This is an optimization exercise on Yosys and OpenROAD, whose aim is small area, a short achievable clock period and few clock cycles, not a production implementation. No run shown here included a check of the RTL's function; only the layout flow was run. Power is estimated from default activity; no workload was simulated.

**flow/run.sh**
```bash
#!/bin/bash
# The standard layout, with plain buffers on the ports, sizing free to
# change a cell's footprint, and a clock tree of fewer, larger clusters
# without dummy loads.
set -euo pipefail
cat >> config.mk <<'MK'
export BUFFER_PORTS_ARGS = -buffer_cell sky130_fd_sc_hd__buf_2
export CTS_ARGS = -sink_clustering_enable -repair_clock_nets -dont_use_dummy_load -sink_clustering_size 30 -sink_clustering_max_diameter 80
MK
bash standard.sh MATCH_CELL_FOOTPRINT=0 finish > standard.log 2>&1
```
**standard.sh**
```bash
#!/bin/bash
# synth_recipe.tcl (not shown) runs the flow's synth.tcl, then flattens the netlist and writes it again
# the make line also repeats each setting of config.mk as NAME=value (left out here)
make -C /OpenROAD-flow-scripts/flow DESIGN_CONFIG=/design/flow/config.mk WORK_HOME=/design/flow/orfs CLKGATE_MAP_FILE= SYNTH_SCRIPT=/design/flow/synth_recipe.tcl "${@:-finish}"
```
**config.mk**
```make
export PLATFORM = sky130hd
export DESIGN_NAME = t1_codec
export DESIGN_NICKNAME = t1_codec
export VERILOG_FILES = /design/flow/design.v
export SDC_FILE = /design/flow/constraint.sdc
export NUM_CORES = 4
export LEC_CHECK = 0
export ABC_AREA = 1
export CAP_MARGIN = 20
export CORE_MARGIN = 2
export CORE_UTILIZATION = 40
export SETUP_SLACK_MARGIN = 2.3
export SLEW_MARGIN = 20
export BUFFER_PORTS_ARGS = -buffer_cell sky130_fd_sc_hd__buf_2
export CTS_ARGS = -sink_clustering_enable -repair_clock_nets -dont_use_dummy_load -sink_clustering_size 30 -sink_clustering_max_diameter 80
```
**constraint.sdc**
```tcl
create_clock -name core_clock -period 4.0 [get_ports {clk}]
set_input_delay 0.8000 -clock core_clock [delete_from_list [all_inputs] [get_ports {clk}]]
set_output_delay 0.8000 -clock core_clock [all_outputs]
set_load 0.01 [all_outputs]
```
**design.v**
```verilog
module t1_crc16_byte (
    input  wire [15:0] crc_in,
    input  wire [7:0]  data,
    output reg  [15:0] crc_out
);
    integer i;
    always @* begin
        crc_out = crc_in ^ {8'h00, data};
        for (i = 0; i < 8; i = i + 1) begin
            if (crc_out[0])
                crc_out = (crc_out >> 1) ^ 16'h8408;
            else
                crc_out = crc_out >> 1;
        end
    end
endmodule
module t1_check_pcb (
    input  wire [7:0] pcb,
    input  wire       ns_slave,
    input  wire       ns_master,
    input  wire       orig_chained,
    input  wire [7:0] last_tx_pcb,
    output reg  [2:0] code
);
    wire is_i = !pcb[7];
    wire is_r = pcb[7] && !pcb[6];
    wire rsv_ok = is_i ? (pcb[4:0] == 5'd0) :
                  is_r ? (pcb[6:5] == 2'd0 && pcb[3:2] == 2'd0) :
                         !pcb[4];
    wire seq_ok = is_i ? (pcb[6] == ns_slave) :
                  is_r ? (orig_chained || (pcb[4] == ns_master)) :
                         1'b1;
    wire sent_s_req = (last_tx_pcb[7:6] == 2'b11) && !last_tx_pcb[5];
    wire match_ok   = !sent_s_req || (pcb == (last_tx_pcb | 8'h20));
    always @* begin
        if (!rsv_ok)        code = 3'd2;
        else if (!seq_ok)   code = 3'd4;
        else if (!match_ok) code = 3'd5;
        else                code = 3'd0;
    end
endmodule
module t1_check_len (
    input  wire [7:0] pcb,
    input  wire [7:0] len,
    output reg        len_ok
);
    always @* begin
        if (len == 8'd255)
            len_ok = 1'b0;
        else if (!pcb[7])
            len_ok = 1'b1;                  
        else if (!pcb[6])
            len_ok = (len == 8'd0);
        else begin
            case (pcb[3:0])
                4'h1, 4'h3: len_ok = (len == 8'd1);
                4'h0, 4'h2: len_ok = (len == 8'd0);
                4'hF:       len_ok = 1'b1;
                default:    len_ok = 1'b0;
            endcase
        end
    end
endmodule
module t1_tx_framer (
    input  wire       clk,
    input  wire       rst,
    input  wire       in_valid,
    output wire       in_ready,
    input  wire [7:0] in_data,
    input  wire       in_crc,
    output reg        out_valid,
    input  wire       out_ready,
    output reg  [7:0] out_data,
    output reg        out_last
);
    localparam S_NAD  = 3'd0;
    localparam S_PCB  = 3'd1;
    localparam S_LEN  = 3'd2;
    localparam S_DATA = 3'd3;
    localparam S_CK0  = 3'd4;
    localparam S_CK1  = 3'd5;
    reg  [2:0]  state;
    reg         use_crc;
    reg  [7:0]  remaining;
    reg  [15:0] acc;
    reg  [7:0]  k;
    reg         k_crc;
    reg         k_full;
    reg         rdy;       
    assign in_ready = rdy;
    wire k_empty  = !k_full;
    wire in_fire  = in_valid && k_empty;
    wire out_free = !out_valid || out_ready;
    wire hdr      = !state[2];                
    wire [7:0] b    = k_empty ? in_data : k;
    wire       bcrc = k_empty ? in_crc  : k_crc;
    wire load_b   = hdr && out_free && (in_fire || !k_empty);
    wire load_ck  = !hdr && out_free;
    wire        mode = (state == S_NAD) ? bcrc : use_crc;
    wire [15:0] crc_next;
    t1_crc16_byte u_crc (.crc_in(acc), .data(b), .crc_out(crc_next));
    always @(posedge clk) begin
        if (rst) begin
            state     <= S_NAD;
            out_valid <= 1'b0;
            acc       <= 16'hFFFF;
            k_full    <= 1'b0;
            rdy       <= 1'b1;
        end else begin
            if (out_free)
                out_valid <= 1'b0;
            if (in_fire && !load_b) begin
                k       <= in_data;
                k_crc   <= in_crc;
                k_full  <= 1'b1;
                rdy     <= 1'b0;
            end
            if (load_b) begin
                k_full    <= 1'b0;
                rdy       <= 1'b1;
                out_valid <= 1'b1;
                out_data  <= b;
                out_last  <= 1'b0;
                acc       <= mode ? crc_next : {acc[15:8], acc[7:0] ^ b};
                case (state)
                    S_NAD: begin
                        use_crc <= bcrc;
                        state   <= S_PCB;
                    end
                    S_PCB: state <= S_LEN;
                    S_LEN: begin
                        remaining <= b;
                        state     <= (b == 8'd0) ? S_CK0 : S_DATA;
                    end
                    default: begin
                        remaining <= remaining - 8'd1;
                        if (remaining == 8'd1)
                            state <= S_CK0;
                    end
                endcase
            end
            if (load_ck) begin
                out_valid <= 1'b1;
                out_data  <= ~acc[7:0];
                acc       <= {8'hFF, acc[15:8]};
                if (state == S_CK0 && use_crc) begin
                    out_last <= 1'b0;
                    state    <= S_CK1;
                end else begin
                    out_last <= 1'b1;
                    state    <= S_NAD;
                end
            end
        end
    end
endmodule
module t1_rx_deframer (
    input  wire        clk,
    input  wire        rst,
    input  wire        in_valid,
    output wire        in_ready,
    input  wire [7:0]  in_data,
    input  wire        in_crc,
    input  wire        ns_slave,
    input  wire        ns_master,
    input  wire        orig_chained,
    input  wire [7:0]  last_tx_pcb,
    output reg         data_valid,
    input  wire        data_ready,
    output reg  [7:0]  data_out,
    output reg         stat_valid,
    input  wire        stat_ready,
    output reg  [7:0]  stat_nad,
    output reg  [7:0]  stat_pcb,
    output reg  [7:0]  stat_len,
    output reg  [1:0]  stat_kind,
    output wire [15:0] stat_cksum,
    output reg  [2:0]  stat_code
);
    reg st_nad, st_pcb, st_len, st_data, st_drop, st_ck0, st_ck1;
    reg  [7:0]  h;
    reg         hv;
    reg  [7:0]  s;
    reg         s_full;
    reg         rdy;       
    reg         use_crc;
    reg  [7:0]  remaining;
    reg  [15:0] acc;
    assign in_ready   = rdy;
    assign stat_cksum = acc;
    wire in_fire   = in_valid && !s_full;
    wire stat_free = !stat_valid || stat_ready;
    wire data_free = !data_valid || data_ready;
    wire cons = hv && (st_nad ? stat_free : st_data ? data_free : 1'b1);
    wire last = (st_ck0 && !use_crc) || st_ck1;
    wire data_end = (remaining == 8'd1);
    wire        mode     = st_nad ? in_crc : use_crc;
    wire [15:0] acc_base = acc | {16{st_nad}};
    wire [15:0] crc_next;
    t1_crc16_byte u_crc (.crc_in(acc_base), .data(h), .crc_out(crc_next));
    wire [15:0] acc_next = mode ? crc_next : {acc_base[15:8], acc_base[7:0] ^ h};
    wire [2:0] pcb_code;
    t1_check_pcb u_chk_pcb (
        .pcb         (h),
        .ns_slave    (ns_slave),
        .ns_master   (ns_master),
        .orig_chained(orig_chained),
        .last_tx_pcb (last_tx_pcb),
        .code        (pcb_code)
    );
    wire len_ok;
    t1_check_len u_chk_len (.pcb(stat_pcb), .len(h), .len_ok(len_ok));
    wire ck_match = (h == ~acc[7:0]);
    always @(posedge clk) begin
        if (rst) begin
            hv         <= 1'b0;
            s_full     <= 1'b0;
            rdy        <= 1'b1;
            st_nad     <= 1'b1;
            st_pcb     <= 1'b0;
            st_len     <= 1'b0;
            st_data    <= 1'b0;
            st_drop    <= 1'b0;
            st_ck0     <= 1'b0;
            st_ck1     <= 1'b0;
            stat_valid <= 1'b0;
            data_valid <= 1'b0;
        end else begin
            if (cons || !hv) begin
                if (s_full) begin
                    h      <= s;
                    s_full <= 1'b0;
                    rdy    <= 1'b1;
                end else begin
                    h  <= in_data;
                    hv <= in_fire;
                end
            end else if (in_fire) begin
                s      <= in_data;
                s_full <= 1'b1;
                rdy    <= 1'b0;
            end
            if (stat_valid && stat_ready)
                stat_valid <= 1'b0;
            if (data_valid && data_ready)
                data_valid <= 1'b0;
            if (cons) begin
                st_nad  <= last;
                st_pcb  <= st_nad;
                st_len  <= st_pcb;
                st_data <= (st_len && h != 8'd0) || (st_data && !data_end);
                st_drop <= st_data && data_end && (&stat_len);
                st_ck0  <= (st_len && h == 8'd0) || (st_data && data_end && !(&stat_len)) ||
                           st_drop;
                st_ck1  <= st_ck0 && use_crc;
                if (last)
                    stat_valid <= 1'b1;
            end
            if (cons && !(st_ck0 || st_ck1))
                acc <= acc_next;
            if (cons && st_nad) begin
                stat_nad <= h;
                use_crc  <= in_crc;
            end
            if (cons && st_pcb) begin
                stat_pcb  <= h;
                stat_kind <= {h[7] & h[6], h[7] & ~h[6]};
                stat_code <= pcb_code;
            end
            if (cons && st_len) begin
                stat_len  <= h;
                remaining <= {h[7:1], h[0] & ~(&h)};
                if (stat_code != 3'd2 && !len_ok)
                    stat_code <= 3'd3;
            end
            if (cons && st_data) begin
                remaining  <= remaining - 8'd1;
                data_out   <= h;
                data_valid <= 1'b1;
            end
            if (cons && (st_ck0 || st_ck1)) begin
                acc <= use_crc ? {h, acc[15:8]} : {8'h00, h};
                if (!ck_match)
                    stat_code <= 3'd1;
            end
        end
    end
endmodule
module t1_codec (
    input  wire        clk,
    input  wire        rst,
    input  wire        tx_in_valid,
    output wire        tx_in_ready,
    input  wire [7:0]  tx_in_data,
    input  wire        tx_in_crc,
    output wire        tx_out_valid,
    input  wire        tx_out_ready,
    output wire [7:0]  tx_out_data,
    output wire        tx_out_last,
    input  wire        rx_in_valid,
    output wire        rx_in_ready,
    input  wire [7:0]  rx_in_data,
    input  wire        rx_in_crc,
    input  wire        rx_ns_slave,
    input  wire        rx_ns_master,
    input  wire        rx_orig_chained,
    input  wire [7:0]  rx_last_tx_pcb,
    output wire        rx_data_valid,
    input  wire        rx_data_ready,
    output wire [7:0]  rx_data,
    output wire        rx_stat_valid,
    input  wire        rx_stat_ready,
    output wire [7:0]  rx_stat_nad,
    output wire [7:0]  rx_stat_pcb,
    output wire [7:0]  rx_stat_len,
    output wire [1:0]  rx_stat_kind,
    output wire [15:0] rx_stat_cksum,
    output wire [2:0]  rx_stat_code
);
    t1_tx_framer u_tx (
        .clk      (clk),
        .rst      (rst),
        .in_valid (tx_in_valid),
        .in_ready (tx_in_ready),
        .in_data  (tx_in_data),
        .in_crc   (tx_in_crc),
        .out_valid(tx_out_valid),
        .out_ready(tx_out_ready),
        .out_data (tx_out_data),
        .out_last (tx_out_last)
    );
    t1_rx_deframer u_rx (
        .clk         (clk),
        .rst         (rst),
        .in_valid    (rx_in_valid),
        .in_ready    (rx_in_ready),
        .in_data     (rx_in_data),
        .in_crc      (rx_in_crc),
        .ns_slave    (rx_ns_slave),
        .ns_master   (rx_ns_master),
        .orig_chained(rx_orig_chained),
        .last_tx_pcb (rx_last_tx_pcb),
        .data_valid  (rx_data_valid),
        .data_ready  (rx_data_ready),
        .data_out    (rx_data),
        .stat_valid  (rx_stat_valid),
        .stat_ready  (rx_stat_ready),
        .stat_nad    (rx_stat_nad),
        .stat_pcb    (rx_stat_pcb),
        .stat_len    (rx_stat_len),
        .stat_kind   (rx_stat_kind),
        .stat_cksum  (rx_stat_cksum),
        .stat_code   (rx_stat_code)
    );
endmodule
```
==> results of run 1 <==
## placed cells by master, fill, tap and decap left out, types with 22 or more instances in the layout
master | netlist | routed
buf_6 | 2 | 26
a21oi_1 | 46 | 42
nand3_1 | 70 | 64
nand2_2 | 2 | 22
dfxtp_1 | 34 | 25
nor2_1 | 65 | 43
o21ai_0 | 56 | 44
inv_1 | 97 | 79
buf_2 | 13 | 94
nand2_1 | 296 | 271
buf_4 | 5 | 93
edfxtp_1 | 105 | 105
## routing by layer
| layer | vias up | share of wire [%] | global-route usage [%] |
|---|---|---|---|
| met5 | - | 0 | 0 |
| met4 | 0 | 3.1 | 8.26 |
| met3 | 60 | 6.8 | 4.83 |
| met2 | 294 | 48 | 35.1 |
| met1 | 3295 | 42 | 28.7 |
| li1 | 3472 | - | - |
## final timing paths
| kind | start | end | slack (ps) | cells after the start |
|---|---|---|---|---|
| max | u_rx.acc[11] | rx_stat_cksum[11] | 2180 | 1 |
| max reg2reg | u_rx.st_nad | u_rx.stat_nad[5] | 2180 | 8 |
| min reg2reg | u_tx.rdy | u_tx.rdy | 470 | 2 |
| min | u_tx.rdy | u_tx.rdy | 470 | 2 |
## power groups by stage
stage | Combinational (W) | Clock (W) | Sequential (W)
finish | 0.00156 | 0.00126 | 0.00185
global route | 0.00174 | 0.00133 | 0.00187
CTS | 0.00142 | 0.00128 | 0.00184
global placement | 0.00124 | 0 | 0.00190
floorplan | 0.000990 | 0 | 0.00187
detailed placement | 0.00125 | 0 | 0.00190
## kinds of logic after synthesis
kind of cell    count (synthesis)
xor+xnor                       37
flops                         139
buf+inv                       137
simple gates                  470
fa+ha+maj                       4
compound gates                137
## area by class of cell
type	count	area, um^2	share of cell area, %
Sequential cell	139	3850	36.9
Multi-Input combinational cell	650	3710	35.5
Timing Repair Buffer	225	1690	16.2
Inverter	108	459	4.40
Clock buffer	17	425	4.07
Tap cell	234	293	2.80
Timing Repair inverter	3	22.5	0.216
## what timing repair did
action	in CTS	in global routing
hold buffers	0	0
hold endpoints to repair	0	0
pin swaps	14	34
resized for setup	41	129
gates cloned	3	4
setup endpoints to repair	238	183
buffers inserted	72	46
## through the flow
step	hold WS (ps)	worst slack [ps]	instances	instance area (um^2)	power (W)
after floorplan	453	1880	924	7710	0.00286
after global placement	464	1160	1234	8330	0.00314
after detailed placement	473	1130	1234	8330	0.00315
after CTS	482	2160	1326	9510	0.00454
after global routing	510	2100	1376	10400	0.00494
final	472	2180	1376	10400	0.00466
==> metrics.md, run 1 <==
| Metric | Value |
|---|---|
| Post-DP HPWL | `14.5 mm` |
| Worst Hold Class | `reg -> reg` |
| Max Clock Skew | `19.3 ps` |
| Clock buffer depth | `2` |
| Number of CTS-inserted buffers | `17` |
| CP Launch Type | `flip-flop` |
| Initial Utilization | `40.6%` |
| H-tree levels | `4` |
| Die area | `0.0200 mm^2` |
| Switching part of the total | `34.3%` |
| # DRC | `0` |
| Leading area contributor after synthesis | `edfxtp_1` |
| Min Tclk post-route | `1820 ps` |
| CTS tree | `done` |
| Via count | `7121` |
| WP data arrival | `1020 ps` |
| Sequential Power Share | `39.7%` |
| DR iter-0 viols | `558` |
| Vias in the first global route | `6319` |
| Final net count | `1184` |
| Slowest cell on the critical path | `edfxtp_1` |
| Top-count cell post-synth | `nand2_1` |
| Layout cells sized above 1 | `34.4%` |
| Synth Area in XOR/XNOR | `4.29%` |
| Crit Path Class | `reg -> out` |
| Syn_nets | `964` |
| Vias/cell | `5.18` |
| ANT cells | `0` |
| RSZ-0062 raised after global routing | `yes` |
| Synth Area in Compound Gates | `10.0%` |
| Initial antenna violation count | `0` |
| Max Slew Vio Count | `0` |
| Synthesized area | `0.00755 mm^2` |
| CP max stage delay | `430 ps` |
| CP delay by family, top | `flip-flops` |
| Simple-Gate Fraction of Synth Area | `26.4%` |
| Pwr dens | `446 mW/mm^2` |
| Synth top area share | `41.8%` |
| Sequential area share after synthesis | `50.8%` |
| Yosys warns | `5` |
| #FFs+latches synth | `139` |
| WL/cell | `16.8 um` |
| Max-Cap Viols | `0` |
| Final GP Congestion | `0.836` |
| Clock Power Share | `26.9%` |
| Mapped Cells | `924` |
| Library cells used by synthesis | `48` |
| NetSw | `0.00160 W` |
| Leak Pwr | `4.62 nW` |
| All-layer global routing usage | `21.7%` |
| GRT Residual Overflow | `0` |
| Post-Synth Adder-Cell Area | `0.663%` |
| Crit-path max FO | `2` |
| Worst Path Required | `3200 ps` |
| Worst skew pair latency | `430 ps` |
| Crit path cell chain | `buf_2` |
| Slew @ Worst Pin | `600 ps` |
| Syn-to-layout area delta | `38.4%` |
| Largest net degree at the start of global routing | `22` |
| CTS Sinks | `139` |
| Status | `no timing/DRC/antenna violations` |
| Setup_tns | `0 ps` |
| First-pass DRT Iterations | `7` |
| Gate power share | `33.4%` |
| Final Cycle Share | `45.6%` |
| Row count | `50` |
| FMAX | `548 MHz` |
| Largest family of logic cells by synthesized area | `simple AND/OR/NAND/NOR gates` |
| First-pass GRT wire length | `33.3 mm` |
| Commonest cells post-synth | `296 x nand2_1, 105 x edfxtp_1, 97 x inv_1, 70 x nand3_1, 65 x nor2_1` |
| Antenna viol nets, final | `0` |
| Post-synth top flop | `edfxtp_1` |
| Slew margin rel. | `59.9%` |
| Final Hold Fails | `0` |
| Finished Core Util | `56.2%` |
| Fillcell total | `1531` |
| Top cells by area, synth | `edfxtp_1 42%, nand2_1 15%, dfxtp_1 9.0%` |
| I/O pins | `103` |
| Post-synth ARST share | `0%` |
| Buf/Inv on CP | `1` |
| CTS root buffer | `clkbuf_16` |
| Int Pwr | `0.00306 W` |
| Multiplexer area fraction after synthesis | `0%` |
| Final Setup Violations | `0` |
| Port bufs | `102` |
| Avg Cell Area, Syn | `8.17 um^2` |
| EDFF count, synth | `105` |
| Placeable Area | `0.0186 mm^2` |
| Clock transition at path regs | `60 ps` |
| Chip width | `141 um` |
| DRT Wirelength | `23.1 mm` |
| Die height | `141 um` |
| Regs by FF count | `u_rx.acc x16, u_tx.acc x16` |
| Worst vdd ir | `331 uV` |
| CP Capture Type | `primary output` |
==> inputs of run 2 (changes only) <==
--- a/config.mk
+++ b/config.mk
@@ -9,7 +9,7 @@
 export CAP_MARGIN = 20
 export CORE_MARGIN = 2
 export CORE_UTILIZATION = 40
-export SETUP_SLACK_MARGIN = 2.3
+export SETUP_SLACK_MARGIN = 2.0
 export SLEW_MARGIN = 20
 export BUFFER_PORTS_ARGS = -buffer_cell sky130_fd_sc_hd__buf_2
 export CTS_ARGS = -sink_clustering_enable -repair_clock_nets -dont_use_dummy_load -sink_clustering_size 30 -sink_clustering_max_diameter 80
==> run 2 against run 1 <==
Net effect:
- area after synthesis unchanged
- cell count down 6.5%
- clock skew up 3.7 ps
- hold slack better by 13 ps
- global-route usage down 1.2 points
- combinational power down 15%
- worst setup slack worse by 120 ps
- power down 4.5%
- fmax down 6.4%
- first-iteration DRC count down 10%
- register-to-register slack worse by 120 ps
- critical endpoint is now u_rx.acc[1]
- highest routed layer unchanged
==> metrics.md, run 2 <==
| Metric | Value |
|---|---|
| Status | `no timing/DRC/antenna violations` |
| CP Capture Type | `flip-flop` |
| I/O pins | `103` |
| All-layer global routing usage | `20.6%` |
| Die height | `141 um` |
| Worst vdd ir | `328 uV` |
| Min Hold Slack | `485 ps` |
| Max Slew Vio Count | `0` |
| Worst Path Required | `4160 ps` |
| Pwr dens | `490 mW/mm^2` |
| Leak Pwr | `4.06 nW` |
| Top-count cell post-synth | `nand2_1` |
| Commonest cells post-synth | `296 x nand2_1, 105 x edfxtp_1, 97 x inv_1, 70 x nand3_1, 65 x nor2_1` |
| Synth top area share | `41.8%` |
| End of the critical path | `u_rx.acc[1]` |
| CP Launch Type | `flip-flop` |
| Yosys warns | `5` |
| Largest net degree at the start of global routing | `34` |
| Crit Path Class | `reg -> reg` |
| Final net count | `1095` |
| Final Hold Fails | `0` |
| WP data arrival | `2110 ps` |
| Die area | `0.0200 mm^2` |
| Avg Cell Area, Syn | `8.17 um^2` |
| First-pass DRT Iterations | `5` |
| Syn_nets | `964` |
| RSZ-0062 raised after global routing | `yes` |
| EDFF count, synth | `105` |
| Critical path origin | `u_rx.h[1]` |
| GRT Residual Overflow | `0` |
| Final Cycle Share | `48.7%` |
| Number of CTS-inserted buffers | `17` |
| ANT cells | `0` |
| WL/cell | `15.8 um` |
| CTS root buffer | `clkbuf_16` |
| Layout cells sized above 1 | `20.6%` |
| CTS tree | `done` |
| FMAX | `513 MHz` |
| Crit-path most repeated cell | `nand2_1` |
| Placeable Area | `0.0186 mm^2` |
| Row count | `50` |
| DR iter-0 viols | `502` |
| Reg2reg end | `u_rx.acc[1]` |
| #FFs+latches synth | `139` |
| Critical R2R Launch | `u_rx.h[1]` |
| Sequential area share after synthesis | `50.8%` |
| # DRC | `0` |
| DRT Wirelength | `20.3 mm` |
| Final Setup Violations | `0` |
| Commonest non-fill, non-tap cell in the layout | `nand2_1` |
| Commonest cells after routing, fill and taps aside | `294 x nand2_1, 105 x edfxtp_1, 102 x buf_2, 92 x inv_1, 69 x nand3_1` |
| Reg-to-reg slack, setup | `2050 ps` |
| Min Tclk post-route | `1950 ps` |
| Fillcell total | `1763` |
| Worst Hold Class | `reg -> reg` |
| Initial Utilization | `40.6%` |
| Crit path cell chain | `xnor2_1 -> a21boi_1 -> nand2_1 -> nand2_1 -> nand2_1 -> nand3_1 -> nand2_1 -> nand2_1` |
| Chip width | `141 um` |
| Antenna viol nets, final | `0` |
| Leading area contributor after synthesis | `edfxtp_1` |
| Slew @ Worst Pin | `524 ps` |
| Library cells used by synthesis | `48` |
| Slowest cell on the critical path | `edfxtp_1` |
| Vias in the first global route | `6188` |
| Vias/cell | `5.05` |
| Crit-path max FO | `5` |
| Initial antenna violation count | `0` |
| Post-synth top flop | `edfxtp_1` |
| First-pass GRT wire length | `31.9 mm` |
| Clock buffer depth | `2` |
| CP max stage delay | `520 ps` |
| Max-Cap Viols | `0` |
| Port bufs | `102` |
| Post-synth ARST share | `0%` |
| Max Clock Skew | `23.0 ps` |
| Top cells by area, synth | `edfxtp_1 42%, nand2_1 15%, dfxtp_1 9.0%` |
| Setup_tns | `0 ps` |
| Syn-to-layout area delta | `20.3%` |
| Clock transition at path regs | `60 ps` |
| Worst r2r path cells | `8` |
| Final GP Congestion | `0.863` |
| Slew margin rel. | `65.1%` |
| Mapped Cells | `924` |
| Synthesized area | `0.00755 mm^2` |
| Via count | `6502` |
| Worst skew pair latency | `420 ps` |
| Regs by FF count | `u_rx.acc x16, u_tx.acc x16` |
| CTS Sinks | `139` |
| H-tree levels | `4` |
| Post-DP HPWL | `14.3 mm` |
## run 2: cell counts after synthesis
No cell type changed its count.
## run 2: logic make-up (layout without fill, tap and decap cells)
group / after synthesis / in the layout / synth area share [%]
XOR/XNOR: 37 / 37 / 4.29
AO/OA/AOI/OAI: 137 / 137 / 10.0
buffers and inverters: 137 / 266 / 7.79
adder cells (fa/ha/maj): 4 / 4 / 0.663
flip-flops: 139 / 139 / 50.8
AND/OR/NAND/NOR: 470 / 470 / 26.4
## run 2: worst min path at each step
stage               startpoint              end  slack [ps]  cells after the start
2_1_floorplan      u_rx.st_ck0      u_rx.st_ck1         450                      2
3_3_place_gp          u_tx.rdy         u_tx.rdy         470                      2
3_5_place_dp      u_rx.st_drop     u_rx.st_drop         470                      2
4_1_cts           u_rx.st_drop     u_rx.st_drop         480                      2
5_1_grt               u_tx.rdy         u_tx.rdy         520                      2
6_report       u_rx.data_valid  u_rx.data_valid         480                      2
## run 2: final cells by class
class	instances	area, um^2	share of cell area, %
clock buffers	17	425	4.68
repair buffers	139	830	9.13
inverters	108	434	4.78
flip-flops and latches	139	3840	42.3
repair inverters	2	15.0	0.165
multi-input cells	648	3240	35.7
well taps	234	293	3.22
## run 2: routing by layer
metal / vias to the layer above / wire length (um) / track usage (%)
met1: 2986 / 8980 / 26.1
met2: 190 / 9890 / 35.2
met5: - / 0 / 0
li1: 3294 / - / -
met4: 0 / 452 / 6.84
met3: 32 / 1010 / 4.15
## run 2: repair_timing
item	CTS	global route
hold buffers	0	0
endpoints found under the setup margin	118	66
gates cloned	1	2
buffers inserted	24	8
gates resized for setup	10	28
pin swaps	3	2
## run 2: per-stage QoR
stage | cells | utilization (%) | setup WS, ps | area, um^2 | power [W]
after CTS | 1277 | 47.9 | 2010 | 8900 | 0.00443
after global placement | 1235 | 44.4 | 1450 | 8250 | 0.00312
after floorplan | 924 | - | 1880 | 7590 | 0.00283
after global routing | 1287 | 48.9 | 1990 | 9080 | 0.00472
after detailed placement | 1235 | 44.4 | 1390 | 8250 | 0.00313
final | 1287 | 48.9 | 2050 | 9080 | 0.00445
## run 2: worst max-delay path: cells and delay by family (launching register included)
kind / cells / cell delay [ps]
compound gates: 1 / 220
xor+xnor: 1 / 420
flops: 1 / 520
simple gates: 6 / 530
## run 2: where the power goes
group          internal [W]  switching (W)  leakage (nW)
clock              0.000734       0.000528         0.209
sequential          0.00174       0.000115          1.24
combinational      0.000461       0.000874          2.61
==> inputs of run 3 (changes only) <==
--- a/config.mk
+++ b/config.mk
@@ -9,7 +9,7 @@
 export CAP_MARGIN = 20
 export CORE_MARGIN = 2
 export CORE_UTILIZATION = 40
-export SETUP_SLACK_MARGIN = 2.0
+export SETUP_SLACK_MARGIN = 2.15
 export SLEW_MARGIN = 20
 export BUFFER_PORTS_ARGS = -buffer_cell sky130_fd_sc_hd__buf_2
 export CTS_ARGS = -sink_clustering_enable -repair_clock_nets -dont_use_dummy_load -sink_clustering_size 30 -sink_clustering_max_diameter 80
==> run 3 against run 2 <==
Net effect:
- still clean on timing, DRC and antenna
- flip-flop and latch count stayed put
- synthesized cell count stayed put
- register-to-register slack gained 80 ps
- sequential share of layout area is 1.6 points lower
- combinational power grew 4%
- area after synthesis is the same
- first-iteration DRC count grew 5.0%
- core utilization grew 1.9 points
- worst setup slack better by 81 ps
- largest power group unchanged
==> metrics.md, run 3 <==
| Metric | Value |
|---|---|
| Max Slew Vio Count | `0` |
| Synthesized area | `0.00755 mm^2` |
| Crit path cell chain | `buf_4 -> xnor2_2 -> a21boi_2 -> nand2_1 -> nand2_1 -> nand2_1 -> nand3_1 -> nand2_1 -> nand2_1` |
| Critical R2R Launch | `u_rx.h[1]` |
| Leading area contributor after synthesis | `edfxtp_1` |
| EDFF count, synth | `105` |
| Die height | `141 um` |
| CTS tree | `done` |
| Final net count | `1121` |
| Row count | `50` |
| Tot Pwr | `0.00449 W` |
| Max Clock Skew | `18.3 ps` |
| Pwr dens | `475 mW/mm^2` |
| Number of CTS-inserted buffers | `17` |
| Slew @ Worst Pin | `479 ps` |
| Commonest non-fill, non-tap cell in the layout | `nand2_1` |
| First-pass DRT Iterations | `5` |
| Top-count cell post-synth | `nand2_1` |
| Worst Path Required | `4160 ps` |
| Crit-path most repeated cell | `nand2_1` |
| Worst r2r path cells | `9` |
| Slowest cell on the critical path | `edfxtp_1` |
| Initial Utilization | `40.6%` |
| Placeable Area | `0.0186 mm^2` |
| Worst vdd ir | `320 uV` |
| WP data arrival | `2030 ps` |
| Vias in the first global route | `6173` |
| FMAX | `535 MHz` |
| WP depth | `9` |
| Avg Cell Area, Syn | `8.17 um^2` |
| CP delay by family, top | `simple AND/OR/NAND/NOR gates` |
| Clock buffer depth | `2` |
| Status | `no timing/DRC/antenna violations` |
| CP Capture Type | `flip-flop` |
| Final Hold Fails | `0` |
| Post-synth top flop | `edfxtp_1` |
| Crit Path Class | `reg -> reg` |
| # DRC | `0` |
| Reg area | `0.00384 mm^2` |
| Final Cycle Share | `46.7%` |
| Post-synth ARST share | `0%` |
| WL/cell | `16.1 um` |
| Cells on Worst Hold Path | `2` |
| CP max stage delay | `400 ps` |
| Buf/Inv on CP | `1` |
| Regs by FF count | `u_rx.acc x16, u_tx.acc x16` |
| Mapped Cells | `924` |
| Post-DP HPWL | `14.6 mm` |
| GRT Residual Overflow | `0` |
| Sequential area share after synthesis | `50.8%` |
| Library cells used by synthesis | `48` |
| Slew margin rel. | `67.9%` |
| Syn_nets | `964` |
| Final Setup Violations | `0` |
| Die area | `0.0200 mm^2` |
| H-tree levels | `4` |
| Port bufs | `102` |
| Crit-path max FO | `8` |
| Final GP Congestion | `0.900` |
| Chip width | `141 um` |
| DR iter-0 viols | `527` |
| Fillcell total | `1784` |
| Max-Cap Viols | `0` |
| All-layer global routing usage | `21.3%` |
| Vias/cell | `5.13` |
| Area of the multi-input gates | `0.00337 mm^2` |
| ANT cells | `0` |
| CP Launch Type | `flip-flop` |
| Commonest cells post-synth | `296 x nand2_1, 105 x edfxtp_1, 97 x inv_1, 70 x nand3_1, 65 x nor2_1` |
| CTS root buffer | `clkbuf_16` |
| Setup_tns | `0 ps` |
| DRT Wirelength | `21.2 mm` |
| I/O pins | `103` |
| Layout cells sized above 1 | `24.7%` |
| First-pass GRT wire length | `32.6 mm` |
| Hold-fix buffers at CTS | `0` |
| Via count | `6733` |
| CTS Sinks | `139` |
| Worst Hold Class | `reg -> reg` |
| Yosys warns | `5` |
| Top cells by area, synth | `edfxtp_1 42%, nand2_1 15%, dfxtp_1 9.0%` |
| Critical path origin | `u_rx.h[1]` |
| Syn-to-layout area delta | `25.1%` |
| #FFs+latches synth | `139` |
| Hold wc startpoint | `u_tx.rdy` |
| Min Hold Slack | `485 ps` |
| Synth top area share | `41.8%` |
| Leak Pwr | `4.20 nW` |
| Largest net degree at the start of global routing | `34` |
| Worst skew pair latency | `420 ps` |
| RSZ-0062 raised after global routing | `yes` |
| Antenna viol nets, final | `0` |
| Min Tclk post-route | `1870 ps` |
| Commonest cells after routing, fill and taps aside | `289 x nand2_1, 105 x edfxtp_1, 100 x buf_2, 87 x inv_1, 66 x nand3_1` |
| Initial antenna violation count | `0` |
| Clock transition at path regs | `50 ps` |
run 3: routing by layer:
| metal | global-route usage, % | up-vias | part of all wire (%) |
|---|---|---|---|
| met3 | 4.25 | 32 | 6.3 |
| met2 | 33.8 | 229 | 47 |
| met1 | 29.2 | 3123 | 45 |
| met5 | 0 | - | 0 |
| met4 | 7.00 | 0 | 2.1 |
| li1 | - | 3349 | - |
run 3: timing repair:
action | CTS | global route
resized for setup | 24 | 39
pin swaps | 4 | 23
cloned | 2 | 1
endpoints found under the setup margin | 155 | 93
setup buffers | 32 | 26
run 3: final cells by class:
class                   instances  share of cell area, %
flip-flops and latches        139                   40.7
multi-input cells             648                   35.7
repair buffers                164                   11.1
inverters                     108                   4.73
clock buffers                  17                   4.51
well taps                     234                   3.10
repair inverters                3                  0.186
run 3: worst paths after layout:
kind | endpoint | slack (ps)
setup reg to reg | u_rx.acc[8] | 2130
hold / removal | u_tx.rdy | 490
setup / recovery | u_rx.acc[8] | 2130
hold reg to reg | u_tx.rdy | 490
run 3: cell families (layout without fill, tap and decap cells):
group / count (synthesis) / after routing / share of synthesized area [%]
compound gates: 137 / 137 / 10.0
xor+xnor: 37 / 37 / 4.29
fa+ha+maj: 4 / 4 / 0.663
buf+inv: 137 / 292 / 7.79
flops: 139 / 139 / 50.8
simple gates: 470 / 470 / 26.4
run 3: report_power, final:
group	total [W]	internal (W)	leakage (nW)	switching, W
combinational	0.00138	0.000486	2.75	0.000893
sequential	0.00185	0.00174	1.24	0.000111
clock	0.00126	0.000734	0.209	0.000521
run 3: stage by stage:
step | std cells | util (%) | cell area [um^2] | setup slack [ps]
final | 1313 | 50.8 | 9440 | 2130
after detailed placement | 1235 | 44.7 | 8300 | 1180
after CTS | 1286 | 48.8 | 9080 | 2120
after global routing | 1313 | 50.8 | 9440 | 2080
after global placement | 1235 | 44.7 | 8300 | 1270
after floorplan | 924 | - | 7640 | 1880
run 3: worst reg2reg max path, cell delays in order, from the launching register on:
cell and delay, ps:
edfxtp_1 400, buf_4 200, xnor2_2 320, a21boi_2 170
nand2_1 160, nand2_1 100, nand2_1 70, nand3_1 80
nand2_1 70, nand2_1 40
==> inputs of run 4 (changes only) <==
--- a/design.v
+++ b/design.v
@@ -1,18 +1,17 @@
 module t1_crc16_byte (
     input  wire [15:0] crc_in,
     input  wire [7:0]  data,
-    output reg  [15:0] crc_out
+    output wire [15:0] crc_out
 );
-    integer i;
-    always @* begin
-        crc_out = crc_in ^ {8'h00, data};
-        for (i = 0; i < 8; i = i + 1) begin
-            if (crc_out[0])
-                crc_out = (crc_out >> 1) ^ 16'h8408;
-            else
-                crc_out = crc_out >> 1;
-        end
-    end
+    wire [7:0] x = crc_in[7:0] ^ data;
+    wire p04 = x[0] ^ x[4];
+    wire p15 = x[1] ^ x[5];
+    wire p26 = x[2] ^ x[6];
+    wire p37 = x[3] ^ x[7];
+    assign crc_out = {p37, p26, p15, p04, x[3],
+                      x[2] ^ p37, x[1] ^ p26, x[0] ^ p15,
+                      p04 ^ crc_in[15], x[3] ^ crc_in[14], x[2] ^ crc_in[13], x[1] ^ crc_in[12],
+                      x[0] ^ p37 ^ crc_in[11], p26 ^ crc_in[10], p15 ^ crc_in[9], p04 ^ crc_in[8]};
 endmodule
 module t1_check_pcb (
     input  wire [7:0] pcb,
==> flow/run.sh (replaced) <==
#!/bin/bash
# The standard layout, with: plain buffers on the ports; sizing free to
# change a cell's footprint; a clock tree of larger clusters of small
# clock buffers without dummy loads; and a delay-constrained (map -D), area-recovering ABC mapping
# script (flow/abc_area.script) in place of ORFS's (ABC_AREA is set).
# Everything else, registers included, is the standard synthesis and flow.
set -euo pipefail
here=$(pwd)
rm -rf "$here/scripts"
cp -r "$FLOW_HOME/scripts" "$here/scripts"
cp "$here/flow/abc_area.script" "$here/scripts/abc_area.script"
cat >> config.mk <<'MK'
export BUFFER_PORTS_ARGS = -buffer_cell sky130_fd_sc_hd__buf_1
export CTS_ARGS = -sink_clustering_enable -repair_clock_nets -dont_use_dummy_load -sink_clustering_size 30 -sink_clustering_max_diameter 80 -buf_list {sky130_fd_sc_hd__clkbuf_4 sky130_fd_sc_hd__clkbuf_8}
MK
bash standard.sh MATCH_CELL_FOOTPRINT=0 SCRIPTS_DIR="$here/scripts" finish > standard.log 2>&1
==> flow/abc_area.script (new file) <==
strash
dch -f
map -D 1000
topo
stime -c
buffer -c
upsize -c
dnsize -c
==> config.mk (replaced) <==
export PLATFORM = sky130hd
export DESIGN_NAME = t1_codec
export DESIGN_NICKNAME = t1_codec
export VERILOG_FILES = /design/flow/design.v
export SDC_FILE = /design/flow/constraint.sdc
export NUM_CORES = 4
export LEC_CHECK = 0
export ABC_AREA = 1
export CAP_MARGIN = 20
export CORE_MARGIN = 2
export CORE_UTILIZATION = 40
export SETUP_SLACK_MARGIN = 2.2
export SLEW_MARGIN = 20
export BUFFER_PORTS_ARGS = -buffer_cell sky130_fd_sc_hd__buf_1
export CTS_ARGS = -sink_clustering_enable -repair_clock_nets -dont_use_dummy_load -sink_clustering_size 30 -sink_clustering_max_diameter 80 -buf_list {sky130_fd_sc_hd__clkbuf_4 sky130_fd_sc_hd__clkbuf_8}
==> run 4 against run 3 <==
Net effect:
- wire length fell by 7.3%
- register-to-register slack got worse by 50 ps
- sequential power barely moved
- area after synthesis fell by 7.8%
- global-route usage fell by 0.16 points
- critical endpoint is now u_rx.stat_code[0]
- largest cell class unchanged
- largest power group unchanged
==> metrics.md, run 4 <==
| Metric | Value |
|---|---|
| Min Tclk post-route | `1910 ps` |
| Antenna viol nets, final | `0` |
| CP Launch Type | `flip-flop` |
| Post-synth ARST share | `0%` |
| Fillcell total | `1545` |
| CTS tree | `done` |
| Vias in the first global route | `5656` |
| Library cells used by synthesis | `47` |
| Clock transition at path regs | `80 ps` |
| Status | `no timing/DRC/antenna violations` |
| Initial antenna violation count | `0` |
| Synthesized area | `0.00696 mm^2` |
| Commonest cells after routing, fill and taps aside | `144 x nand2_1, 105 x edfxtp_1, 70 x buf_4, 61 x nor2_1, 56 x buf_1` |
| All-layer global routing usage | `21.1%` |
| DP Worst Slack | `1600 ps` |
| CP max stage delay | `490 ps` |
| Vias/cell | `5.28` |
| Commonest cells post-synth | `159 x nand2_1, 105 x edfxtp_1, 84 x nor2_1, 66 x o21ai_0, 54 x inv_1` |
| GRT Residual Overflow | `0` |
| Hold-fix buffers at CTS | `0` |
| Crit path cell chain | `buf_6 -> nor4_4 -> nand2_1 -> a211oi_2 -> o21ai_1 -> nand2_1 -> o21ai_2 -> nand3_2 -> nand4_1` |
| Initial Utilization | `40.5%` |
| Crit-path most repeated cell | `nand2_1` |
| Port bufs | `102` |
| Clock buffer depth | `2` |
| Synth top area share | `45.3%` |
| Syn-to-layout area delta | `33.4%` |
| Row count | `48` |
| Leading area contributor after synthesis | `edfxtp_1` |
| Non-Filler Instances | `1153` |
| Final net count | `970` |
| Post-DP HPWL | `12.8 mm` |
| First-pass DRT Iterations | `5` |
| Number of CTS-inserted buffers | `17` |
| CTS Sinks | `139` |
| Reg area | `0.00384 mm^2` |
| EDFF count, synth | `105` |
| Setup_tns | `0 ps` |
| Syn_nets | `783` |
| I/O pins | `103` |
| Sequential area share after synthesis | `55.1%` |
| FMAX | `522 MHz` |
| DR iter-0 viols | `517` |
| CP Capture Type | `flip-flop` |
| Pwr dens | `456 mW/mm^2` |
| Slew margin rel. | `60.0%` |
| Min Hold Slack | `483 ps` |
| Worst vdd ir | `284 uV` |
| WL/cell | `17.0 um` |
| Via count | `6090` |
| Slowest cell on the critical path | `edfxtp_1` |
| ANT cells | `0` |
| Area of the multi-input gates | `0.00345 mm^2` |
| Top cells by area, synth | `edfxtp_1 45%, dfxtp_1 9.8%, nand2_1 8.6%` |
| Placeable Area | `0.0172 mm^2` |
| # DRC | `0` |
| Worst skew pair latency | `440 ps` |
| Largest net degree at the start of global routing | `25` |
| First-pass GRT wire length | `29.7 mm` |
| Leak Pwr | `3.59 nW` |
| Final Hold Fails | `0` |
| Final GP Congestion | `0.913` |
| Die area | `0.0185 mm^2` |
| WP data arrival | `2100 ps` |
| Crit-path max FO | `3` |
| Die height | `136 um` |
| Slew @ Worst Pin | `594 ps` |
| Avg Cell Area, Syn | `9.37 um^2` |
| Worst Path Required | `4190 ps` |
| DRT Wirelength | `19.6 mm` |
| Post-synth top flop | `edfxtp_1` |
| Final Setup Violations | `0` |
| H-tree levels | `4` |
| Top-count cell post-synth | `nand2_1` |
| Worst Hold Class | `reg -> reg` |
| RSZ-0062 raised after global routing | `yes` |
| Regs by FF count | `u_rx.acc x16, u_tx.acc x16` |
| Crit Path Class | `reg -> reg` |
| Chip width | `136 um` |
| Fin worst setup slack | `2090 ps` |
| Commonest non-fill, non-tap cell in the layout | `nand2_1` |
| Cells after DPL | `1051` |
| CTS root buffer | `clkbuf_8` |
| Mapped Cells | `743` |
| Max Clock Skew | `25.4 ps` |
| Max-Cap Viols | `0` |
| #FFs+latches synth | `139` |
| Final Cycle Share | `47.8%` |
| Layout cells sized above 1 | `31.3%` |
| Max Slew Vio Count | `0` |
| Yosys warns | `4` |
==> run 4: cells by family after synthesis <==
family | after synthesis | share of synthesized area (%)
AND/OR/NAND/NOR | 297 | 17.9
AO/OA/AOI/OAI | 172 | 15.0
flip-flops | 139 | 55.1
buffers and inverters | 83 | 4.84
XOR/XNOR | 48 | 6.36
adder cells (fa/ha/maj) | 4 | 0.719
==> run 4: per-stage QoR <==
| step | util [%] | instance area, um^2 | total power (W) |
|---|---|---|---|
| floorplan | - | 7190 | 0.00278 |
| global placement | 45.1 | 7750 | 0.00306 |
| detailed placement | 45.1 | 7750 | 0.00306 |
| CTS | 50.5 | 8670 | 0.00403 |
| global route | 54.0 | 9280 | 0.00447 |
| finish | 54.0 | 9280 | 0.00423 |
==> run 4: what timing repair did <==
item | CTS | global route
buffers inserted | 58 | 27
endpoints found under the setup margin | 117 | 103
pin swaps | 15 | 38
cloned | 0 | 0
resized for setup | 67 | 118
==> run 4: layout make-up <==
cell class,count,share of cell area (%)
repair buffers,191,13.1
inverters,60,2.74
clock buffers,17,2.52
well taps,225,3.03
multi-input cells,521,37.2
flip-flops and latches,139,41.4
==> run 4: critical path: cells and delay by family (launching register included) <==
kind	cells	cell delay [ps]
simple gates	5	600
flops	1	490
compound gates	3	370
buf+inv	1	190
==> run 4: worst paths after layout <==
check                                  from                 to  slack, ps  cells after the start
worst max-delay path              u_rx.h[1]  u_rx.stat_code[0]       2090                      9
worst min-delay path            u_rx.st_len        u_rx.st_len        480                      2
worst max register to register    u_rx.h[1]  u_rx.stat_code[0]       2090                      9
worst min register to register  u_rx.st_len        u_rx.st_len        480                      2
==> run 4: routing by layer <==
layer / vias up / part of all wire [%] / track usage (%)
met5: - / 0 / 0
li1: 2937 / - / -
met1: 2885 / 44 / 28.4
met2: 234 / 48 / 34.4
met4: 0 / 1.8 / 6.13
met3: 34 / 6.2 / 4.44
==> run 4: power by group <==
group / switching, W / internal [W] / total, W
sequential: 0.000138 / 0.00174 / 0.00188
clock: 0.000465 / 0.000374 / 0.000839
combinational: 0.000914 / 0.000605 / 0.00152
==> inputs of run 5 (changes only) <==
--- a/config.mk
+++ b/config.mk
@@ -9,7 +9,7 @@
 export CAP_MARGIN = 20
 export CORE_MARGIN = 2
 export CORE_UTILIZATION = 40
-export SETUP_SLACK_MARGIN = 2.2
+export SETUP_SLACK_MARGIN = 2.1
 export SLEW_MARGIN = 20
 export BUFFER_PORTS_ARGS = -buffer_cell sky130_fd_sc_hd__buf_1
 export CTS_ARGS = -sink_clustering_enable -repair_clock_nets -dont_use_dummy_load -sink_clustering_size 30 -sink_clustering_max_diameter 80 -buf_list {sky130_fd_sc_hd__clkbuf_4 sky130_fd_sc_hd__clkbuf_8}
==> run 5 against run 4 <==
Net effect:
- die area unchanged
- critical path type is now reg -> out
- combinational power decreased by 8%
- still clean
- largest cell class unchanged
- hold slack lost 4.1 ps
- via count is 1.5% lower
- clock skew grew 6.1 ps
- critical path depth down 8
- largest power group unchanged
- clock-buffer cell count is the same
- first-iteration DRC count grew 3.3%
- global-route usage decreased by 0.41 points
- worst setup slack gained 40 ps
==> metrics.md, run 5 <==
| Metric | Value |
|---|---|
| Via count | `5999` |
| Buf/Inv on CP | `1` |
| Vias in the first global route | `5504` |
| Placeable Area | `0.0172 mm^2` |
| Library cells used by synthesis | `47` |
| Layout cells sized above 1 | `20.8%` |
| Hold-fix buffers at CTS | `0` |
| # DRC | `0` |
| Crit-path max FO | `4` |
| CTS root buffer | `clkbuf_8` |
| First-pass GRT wire length | `29.2 mm` |
| Syn_nets | `783` |
| CP Capture Type | `primary output` |
| Chip width | `136 um` |
| FMAX | `534 MHz` |
| Leak Pwr | `3.26 nW` |
| Mapped Cells | `743` |
| Avg Cell Area, Syn | `9.37 um^2` |
| Die height | `136 um` |
| Slowest cell on the critical path | `edfxtp_1` |
| Post-synth top flop | `edfxtp_1` |
| DRT Wirelength | `19.3 mm` |
| Antenna viol nets, final | `0` |
| Syn-to-layout area delta | `25.9%` |
| Final net count | `952` |
| Die area | `0.0185 mm^2` |
| Final Hold Fails | `0` |
| Top-count cell post-synth | `nand2_1` |
| WP data arrival | `1070 ps` |
| Commonest cells post-synth | `159 x nand2_1, 105 x edfxtp_1, 84 x nor2_1, 66 x o21ai_0, 54 x inv_1` |
| Post-synth ARST share | `0%` |
| Met3 wire len | `1.32 mm` |
| Row count | `48` |
| DR iter-0 viols | `534` |
| CP max stage delay | `470 ps` |
| ANT cells | `0` |
| Met1 Wirelength | `8.64 mm` |
| Metal2 WL | `9.01 mm` |
| Min Tclk post-route | `1870 ps` |
| Area of the multi-input gates | `0.00319 mm^2` |
| Slew @ Worst Pin | `700 ps` |
| Initial antenna violation count | `0` |
| Worst vdd ir | `275 uV` |
| Max Clock Skew | `31.5 ps` |
| Highest Signal Layer | `met4` |
| Cells after DPL | `1050` |
| I/O pins | `103` |
| Sequential area share after synthesis | `55.1%` |
| Crit Path Class | `reg -> out` |
| EDFF count, synth | `105` |
| Top cells by area, synth | `edfxtp_1 45%, dfxtp_1 9.8%, nand2_1 8.6%` |
| Vias/cell | `5.29` |
| CP delay by family, top | `flip-flops` |
| Initial Utilization | `40.5%` |
| Commonest non-fill, non-tap cell in the layout | `nand2_1` |
| Final Setup Violations | `0` |
| Slew margin rel. | `52.9%` |
| Synthesized area | `0.00696 mm^2` |
| RSZ-0062 raised after global routing | `yes` |
| Number of CTS-inserted buffers | `17` |
| Worst Hold Class | `reg -> reg` |
| Synth top area share | `45.3%` |
| Max Slew Vio Count | `0` |
| First-pass DRT Iterations | `5` |
| GRT Residual Overflow | `0` |
| WP depth | `1` |
| WL/cell | `17.0 um` |
| Largest net degree at the start of global routing | `26` |
| Post-DP HPWL | `12.5 mm` |
| Worst Path Required | `3200 ps` |
| Setup_tns | `0 ps` |
| #FFs+latches synth | `139` |
| Final Cycle Share | `46.8%` |
| CTS tree | `done` |
| Reg-to-reg slack, setup | `2130 ps` |
| Fillcell total | `1607` |
| Crit path cell chain | `buf_1` |
| Clock buffer depth | `2` |
| Status | `no timing/DRC/antenna violations` |
| Worst r2r path cells | `7` |
| H-tree levels | `4` |
| Clock transition at path regs | `80 ps` |
| Finished Core Util | `51.0%` |
| Cells on Worst Hold Path | `2` |
| Port bufs | `102` |
| Leading area contributor after synthesis | `edfxtp_1` |
| Final GP Congestion | `0.853` |
| Regs by FF count | `u_rx.acc x16, u_tx.acc x16` |
| Pwr dens | `469 mW/mm^2` |
| Yosys warns | `4` |
| Worst skew pair latency | `460 ps` |
| Non-Filler Instances | `1135` |
| Max-Cap Viols | `0` |
| Commonest cells after routing, fill and taps aside | `151 x nand2_1, 105 x edfxtp_1, 102 x buf_1, 66 x nor2_1, 61 x buf_4` |
| All-layer global routing usage | `20.7%` |
| CP Launch Type | `flip-flop` |
| Reg area | `0.00384 mm^2` |
| CTS Sinks | `139` |
[run 5: cell counts after synthesis]
No cell type changed its count.
[run 5: timing repair]
action,4_1_cts,5_1_grt
pin swaps,5,20
gates resized for setup,32,58
setup buffers,39,28
cloned,0,1
endpoints found under the setup margin,97,60
[run 5: worst min-delay path, delay by kind of cell (launching register included)]
kind | cells | cell delay (ps)
AND/OR/NAND/NOR | 1 | 60
flip-flops | 1 | 320
AO/OA/AOI/OAI | 1 | 60
[run 5: worst paths after layout]
| path | from | to |
|---|---|---|
| hold / removal | u_rx.st_len | u_rx.st_len |
| setup reg to reg | u_tx.k_full | u_tx.acc[3] |
| setup / recovery | u_rx.acc[1] | rx_stat_cksum[1] |
| hold reg to reg | u_rx.st_len | u_rx.st_len |
[run 5: routing by layer]
metal,GRT usage [%],vias up
met5,0,-
met2,33.4,231
met3,4.33,32
li1,-,2901
met4,6.89,0
met1,27.8,2835
[run 5: stage by stage]
stage          hold WS, ps  area, um^2  power (W)  setup slack (ps)
6_report               479        8760    0.00411              2130
5_1_grt                489        8760    0.00434              2030
4_1_cts                476        8320    0.00400              1970
3_5_place_dp           465        7670    0.00304              1250
3_3_place_gp           458        7670    0.00304              1240
2_1_floorplan          445        7110    0.00277              2000
[run 5: cells by family after synthesis]
| group | share of synthesized area [%] |
|---|---|
| AOI/OAI and AO/OA | 15.0 |
| buffers and inverters | 4.84 |
| xor gates and xnor gates | 6.36 |
| DFF | 55.1 |
| adders and majority gates | 0.719 |
| and+or+nand+nor | 17.9 |
[run 5: final cells by class]
cell class	count	share of cell area, %
clock buffer	17	2.67
inverter	60	2.93
multi-input combinational	522	36.4
sequential	139	43.8
tap	225	3.21
timing repair buffer	172	11.0
[run 5: report_power, final]
group / leakage (nW) / switching (W) / total (W) / internal [W]
clock network: 0.122 / 0.000462 / 0.000835 / 0.000373
logic: 1.90 / 0.000864 / 0.00140 / 0.000533
registers: 1.24 / 0.000137 / 0.00187 / 0.00174
total: 3.26 / 0.00146 / 0.00411 / 0.00264
==> inputs of run 6 (changes only) <==
--- a/design.v
+++ b/design.v
@@ -70,7 +70,7 @@
     output reg        out_valid,
     input  wire       out_ready,
     output reg  [7:0] out_data,
-    output reg        out_last
+    output wire       out_last
 );
     localparam S_NAD  = 3'd0;
     localparam S_PCB  = 3'd1;
@@ -82,54 +82,36 @@
     reg         use_crc;
     reg  [7:0]  remaining;
     reg  [15:0] acc;
-    reg  [7:0]  k;
-    reg         k_crc;
-    reg         k_full;
-    reg         rdy;       
-    assign in_ready = rdy;
-    wire k_empty  = !k_full;
-    wire in_fire  = in_valid && k_empty;
+    assign out_last = (state == S_NAD);
     wire out_free = !out_valid || out_ready;
     wire hdr      = !state[2];                
-    wire [7:0] b    = k_empty ? in_data : k;
-    wire       bcrc = k_empty ? in_crc  : k_crc;
-    wire load_b   = hdr && out_free && (in_fire || !k_empty);
+    assign in_ready = hdr && out_free;
+    wire load_b   = in_valid && in_ready;
     wire load_ck  = !hdr && out_free;
-    wire        mode = (state == S_NAD) ? bcrc : use_crc;
+    wire        mode = (state == S_NAD) ? in_crc : use_crc;
     wire [15:0] crc_next;
-    t1_crc16_byte u_crc (.crc_in(acc), .data(b), .crc_out(crc_next));
+    t1_crc16_byte u_crc (.crc_in(acc), .data(in_data), .crc_out(crc_next));
     always @(posedge clk) begin
         if (rst) begin
             state     <= S_NAD;
             out_valid <= 1'b0;
             acc       <= 16'hFFFF;
-            k_full    <= 1'b0;
-            rdy       <= 1'b1;
         end else begin
             if (out_free)
                 out_valid <= 1'b0;
-            if (in_fire && !load_b) begin
-                k       <= in_data;
-                k_crc   <= in_crc;
-                k_full  <= 1'b1;
-                rdy     <= 1'b0;
-            end
             if (load_b) begin
-                k_full    <= 1'b0;
-                rdy       <= 1'b1;
                 out_valid <= 1'b1;
-                out_data  <= b;
-                out_last  <= 1'b0;
-                acc       <= mode ? crc_next : {acc[15:8], acc[7:0] ^ b};
+                out_data  <= in_data;
+                acc       <= mode ? crc_next : {acc[15:8], acc[7:0] ^ in_data};
                 case (state)
                     S_NAD: begin
-                        use_crc <= bcrc;
+                        use_crc <= in_crc;
                         state   <= S_PCB;
                     end
                     S_PCB: state <= S_LEN;
                     S_LEN: begin
-                        remaining <= b;
-                        state     <= (b == 8'd0) ? S_CK0 : S_DATA;
+                        remaining <= in_data;
+                        state     <= (in_data == 8'd0) ? S_CK0 : S_DATA;
                     end
                     default: begin
                         remaining <= remaining - 8'd1;
@@ -143,10 +125,8 @@
                 out_data  <= ~acc[7:0];
                 acc       <= {8'hFF, acc[15:8]};
                 if (state == S_CK0 && use_crc) begin
-                    out_last <= 1'b0;
                     state    <= S_CK1;
                 end else begin
-                    out_last <= 1'b1;
                     state    <= S_NAD;
                 end
             end
@@ -164,33 +144,31 @@
     input  wire        ns_master,
     input  wire        orig_chained,
     input  wire [7:0]  last_tx_pcb,
-    output reg         data_valid,
+    output wire        data_valid,
     input  wire        data_ready,
-    output reg  [7:0]  data_out,
+    output wire [7:0]  data_out,
     output reg         stat_valid,
     input  wire        stat_ready,
     output reg  [7:0]  stat_nad,
     output reg  [7:0]  stat_pcb,
     output reg  [7:0]  stat_len,
-    output reg  [1:0]  stat_kind,
+    output wire [1:0]  stat_kind,
     output wire [15:0] stat_cksum,
     output reg  [2:0]  stat_code
 );
     reg st_nad, st_pcb, st_len, st_data, st_drop, st_ck0, st_ck1;
     reg  [7:0]  h;
     reg         hv;
-    reg  [7:0]  s;
-    reg         s_full;
-    reg         rdy;       
     reg         use_crc;
     reg  [7:0]  remaining;
     reg  [15:0] acc;
-    assign in_ready   = rdy;
     assign stat_cksum = acc;
-    wire in_fire   = in_valid && !s_full;
+    assign stat_kind  = {stat_pcb[7] & stat_pcb[6], stat_pcb[7] & ~stat_pcb[6]};
+    assign data_out   = h;
+    assign data_valid = hv && st_data;
     wire stat_free = !stat_valid || stat_ready;
-    wire data_free = !data_valid || data_ready;
-    wire cons = hv && (st_nad ? stat_free : st_data ? data_free : 1'b1);
+    wire cons = hv && (st_nad ? stat_free : st_data ? data_ready : 1'b1);
+    assign in_ready = !hv || cons;
     wire last = (st_ck0 && !use_crc) || st_ck1;
     wire data_end = (remaining == 8'd1);
     wire        mode     = st_nad ? in_crc : use_crc;
@@ -213,8 +191,6 @@
     always @(posedge clk) begin
         if (rst) begin
             hv         <= 1'b0;
-            s_full     <= 1'b0;
-            rdy        <= 1'b1;
             st_nad     <= 1'b1;
             st_pcb     <= 1'b0;
             st_len     <= 1'b0;
@@ -223,26 +199,13 @@
             st_ck0     <= 1'b0;
             st_ck1     <= 1'b0;
             stat_valid <= 1'b0;
-            data_valid <= 1'b0;
         end else begin
-            if (cons || !hv) begin
-                if (s_full) begin
-                    h      <= s;
-                    s_full <= 1'b0;
-                    rdy    <= 1'b1;
-                end else begin
-                    h  <= in_data;
-                    hv <= in_fire;
-                end
-            end else if (in_fire) begin
-                s      <= in_data;
-                s_full <= 1'b1;
-                rdy    <= 1'b0;
+            if (in_ready) begin
+                h  <= in_data;
+                hv <= in_valid;
             end
             if (stat_valid && stat_ready)
                 stat_valid <= 1'b0;
-            if (data_valid && data_ready)
-                data_valid <= 1'b0;
             if (cons) begin
                 st_nad  <= last;
                 st_pcb  <= st_nad;
@@ -263,7 +226,6 @@
             end
             if (cons && st_pcb) begin
                 stat_pcb  <= h;
-                stat_kind <= {h[7] & h[6], h[7] & ~h[6]};
                 stat_code <= pcb_code;
             end
             if (cons && st_len) begin
@@ -274,8 +236,6 @@
             end
             if (cons && st_data) begin
                 remaining  <= remaining - 8'd1;
-                data_out   <= h;
-                data_valid <= 1'b1;
             end
             if (cons && (st_ck0 || st_ck1)) begin
                 acc <= use_crc ? {h, acc[15:8]} : {8'h00, h};
--- a/flow/run.sh
+++ b/flow/run.sh
@@ -1,7 +1,7 @@
 #!/bin/bash
 # The standard layout, with: plain buffers on the ports; sizing free to
 # change a cell's footprint; a clock tree of larger clusters of small
-# clock buffers without dummy loads; and a delay-constrained (map -D), area-recovering ABC mapping
+# clock buffers without dummy loads; and an delay-constrained (map -D), area-recovering ABC mapping
 # script (flow/abc_area.script) in place of ORFS's (ABC_AREA is set).
 # Everything else, registers included, is the standard synthesis and flow.
 set -euo pipefail
--- a/config.mk
+++ b/config.mk
@@ -9,7 +9,7 @@
 export CAP_MARGIN = 20
 export CORE_MARGIN = 2
 export CORE_UTILIZATION = 40
-export SETUP_SLACK_MARGIN = 2.1
+export SETUP_SLACK_MARGIN = 1.95
 export SLEW_MARGIN = 20
 export BUFFER_PORTS_ARGS = -buffer_cell sky130_fd_sc_hd__buf_1
 export CTS_ARGS = -sink_clustering_enable -repair_clock_nets -dont_use_dummy_load -sink_clustering_size 30 -sink_clustering_max_diameter 80 -buf_list {sky130_fd_sc_hd__clkbuf_4 sky130_fd_sc_hd__clkbuf_8}
==> run 6 against run 5 <==
Net effect:
- synthesized cell count fell by 18%
- die area shrank 18%
- critical path depth rose by 7
- fmax down 18%
- first-iteration DRC count decreased by 30%
- clock-buffer cell count fell by 8
- cell count fell by 19%
- largest cell class unchanged
- combinational power down 24%
- non-clock buffer count fell by 31
- highest routed layer unchanged
- register-to-register slack got worse by 80 ps
- flip-flop and latch count is 33 lower
==> metrics.md, run 6 <==
| Metric | Value |
|---|---|
| Status | `no timing/DRC/antenna violations` |
| Chip width | `123 um` |
| Max-Cap Viols | `0` |
| GRT Residual Overflow | `0` |
| Vias/cell | `5.34` |
| Clock buffer depth | `2` |
| WL/cell | `17.2 um` |
| Post-synth top flop | `edfxtp_1` |
| Final net count | `778` |
| Row count | `43` |
| Leading area contributor after synthesis | `edfxtp_1` |
| Synth top area share | `40.6%` |
| Tot Pwr | `0.00307 W` |
| Mapped Cells | `608` |
| Commonest cells after routing, fill and taps aside | `97 x buf_1, 84 x nand2_1, 77 x edfxtp_1, 67 x nor2_1, 43 x a21oi_1` |
| Hold-fix buffers at CTS | `0` |
| Worst Path Required | `3200 ps` |
| Setup_tns | `0 ps` |
| Clock transition at path regs | `110 ps` |
| RSZ-0062 raised after global routing | `yes` |
| Syn_nets | `648` |
| Commonest non-fill, non-tap cell in the layout | `buf_1` |
| Syn-to-layout area delta | `19.1%` |
| Cells on Worst Hold Path | `2` |
| Crit-path most repeated cell | `nor2_4` |
| Post-synth ARST share | `0%` |
| Worst Hold Class | `reg -> reg` |
| CP max stage delay | `130 ps` |
| Library cells used by synthesis | `49` |
| CTS Sinks | `106` |
| Fillcell total | `1351` |
| Die height | `123 um` |
| All-layer global routing usage | `21.4%` |
| Worst r2r path cells | `8` |
| CTS tree | `done` |
| Largest net degree at the start of global routing | `27` |
| Crit Path Class | `in -> out` |
| Min Tclk post-route | `2270 ps` |
| Pwr dens | `453 mW/mm^2` |
| Port bufs | `102` |
| Worst vdd ir | `198 uV` |
| Slowest cell on the critical path | `nor2_4` |
| CP Capture Type | `primary output` |
| DRT Wirelength | `15.8 mm` |
| CTS root buffer | `clkbuf_8` |
| Layout cells sized above 1 | `16.4%` |
| Number of CTS-inserted buffers | `9` |
| Post-DP HPWL | `10.7 mm` |
| DR iter-0 viols | `372` |
| Max Slew Vio Count | `0` |
| I/O pins | `103` |
| Final Setup Violations | `0` |
| First-pass GRT wire length | `24.5 mm` |
| CP Launch Type | `primary input` |
| #FFs+latches synth | `106` |
| Vias in the first global route | `4691` |
| Final Cycle Share | `56.8%` |
| H-tree levels | `3` |
| Cells after DPL | `871` |
| Worst skew pair latency | `390 ps` |
| Max Clock Skew | `23.5 ps` |
| Initial Utilization | `41.1%` |
| Top cells by area, synth | `edfxtp_1 41%, dfxtp_1 10%, xor2_1 5.8%` |
| Placeable Area | `0.0139 mm^2` |
| Crit path cell chain | `buf_1 -> nor2_4 -> nand2_2 -> nand2_4 -> inv_2 -> nor2_4 -> inv_1 -> buf_2` |
| Slew @ Worst Pin | `675 ps` |
| First-pass DRT Iterations | `5` |
| # DRC | `0` |
| Final GP Congestion | `0.879` |
| CP delay by family, top | `simple AND/OR/NAND/NOR gates` |
| Crit-path max FO | `2` |
| Slew margin rel. | `54.8%` |
| Fin worst setup slack | `1730 ps` |
| Buf/Inv on CP | `4` |
| Avg Cell Area, Syn | `9.37 um^2` |
| Top-count cell post-synth | `nand2_1` |
| DP Worst Slack | `1210 ps` |
| Non-Filler Instances | `916` |
| Initial antenna violation count | `0` |
| Antenna viol nets, final | `0` |
| Sequential area share after synthesis | `50.8%` |
| Synthesized area | `0.00570 mm^2` |
| Yosys warns | `4` |
| EDFF count, synth | `77` |
| ANT cells | `0` |
| Via count | `4889` |
| WP depth | `8` |
| Leak Pwr | `2.42 nW` |
| Final Hold Fails | `0` |
| Die area | `0.0152 mm^2` |
| FMAX | `440 MHz` |
| WP data arrival | `1470 ps` |
| Commonest cells post-synth | `86 x nand2_1, 77 x edfxtp_1, 77 x nor2_1, 44 x a21oi_1, 38 x xor2_1` |
| Regs by FF count | `u_rx.acc x16, u_tx.acc x16` |
## run 6: cells by family (layout without fill, tap and decap cells)
| family | after synthesis | in the layout | share of synthesized area (%) |
|---|---|---|---|
| and+or+nand+nor | 226 | 227 | 17.9 |
| DFF | 106 | 106 | 50.8 |
| buffers and inverters | 65 | 192 | 5.29 |
| AOI/OAI and AO/OA | 147 | 147 | 15.1 |
| adders and majority gates | 4 | 4 | 0.878 |
| xor gates and xnor gates | 60 | 60 | 10.1 |
## run 6: power by group
part	switching (W)	internal [W]
Clock	0.000335	0.000203
Combinational	0.000674	0.000400
Sequential	0.000123	0.00134
## run 6: worst paths after layout
| kind | start | end | slack (ps) |
|---|---|---|---|
| max | rx_stat_ready | rx_in_ready | 1730 |
| min | u_rx.st_drop | u_rx.st_drop | 500 |
| max reg2reg | u_rx.h[7] | u_rx.stat_code[1] | 2050 |
| min reg2reg | u_rx.st_drop | u_rx.st_drop | 500 |
## run 6: cell type report
type | instances | area [um^2] | share of cell area (%)
clock buffers | 9 | 124 | 1.83
inverters | 42 | 169 | 2.49
multi-input cells | 438 | 2640 | 38.8
flip-flops and latches | 106 | 2900 | 42.8
well taps | 180 | 225 | 3.32
repair buffers | 141 | 732 | 10.8
## run 6: routing by layer
metal | share of wire, % | vias up | global-route usage (%)
li1 | - | 2362 | -
met4 | 3.1 | 0 | 8.95
met2 | 49 | 146 | 35.0
met1 | 42 | 2346 | 26.9
met5 | 0 | - | 0
met3 | 5.5 | 35 | 5.67
## run 6: worst register-to-register path, cell delays in order, from the launching register on
cell	delay (ps)
edfxtp_1	510
buf_4	210
nor2_4	80
nand4_1	110
or2_4	280
o41ai_4	230
nand3_1	140
nand3_2	100
a21oi_1	70
## run 6: stage by stage
step | hold slack [ps] | util (%) | cell area, um^2
after detailed placement | 485 | 45.0 | 6250
after CTS | 501 | 48.2 | 6690
final | 503 | 48.9 | 6790
after floorplan | 448 | - | 5760
after global placement | 482 | 45.0 | 6250
after global routing | 524 | 48.9 | 6790
## run 6: repair_timing
item / in CTS / in global routing
pin swaps: 7 / 4
gates cloned: 1 / 0
setup endpoints to repair: 63 / 53
buffers inserted: 32 / 3
resized for setup: 15 / 27

static timing again, ports no longer ideal:
The results above use ideal ports. As a check the final layouts listed here were re-extracted and re-timed, cells and wires unchanged. Step 1 sets driving cells, clkbuf_16 on the clock port and buf_2 on the other inputs (assumed; they add their load-dependent delay and slew). Step 2 moves the port delays by t, midway between the first and last clock arrival at a register: inputs arrive t later, outputs are due t later. That takes back most of the time a late clock gives input paths. a / b / c = ideal ports / drivers / drivers and shift; a / b = the first two.
| run | t, ns | slack for setup (ns) | pins driven straight from the clock port |
|---|---|---|---|
| run 1 | 0.461 | 2.175 / 2.133 / 1.774 | 1 |
| run 2 | 0.459 | 2.051 / 2.051 / 1.680 | 1 |
| run 3 | 0.454 | 2.132 / 2.132 / 1.742 | 1 |
| run 4 | 0.474 | 2.086 / 2.086 / 1.758 | 1 |
| run 5 | 0.482 | 2.126 / 2.087 / 1.694 | 1 |
| run 6 | 0.407 | 1.726 / 1.703 / 1.628 | 1 |
After both steps setup and hold are still met in every run listed. For run 5, which loses most, drivers alone change the setup slack by -0.039 ns; drivers and shift together by -0.432 ns.
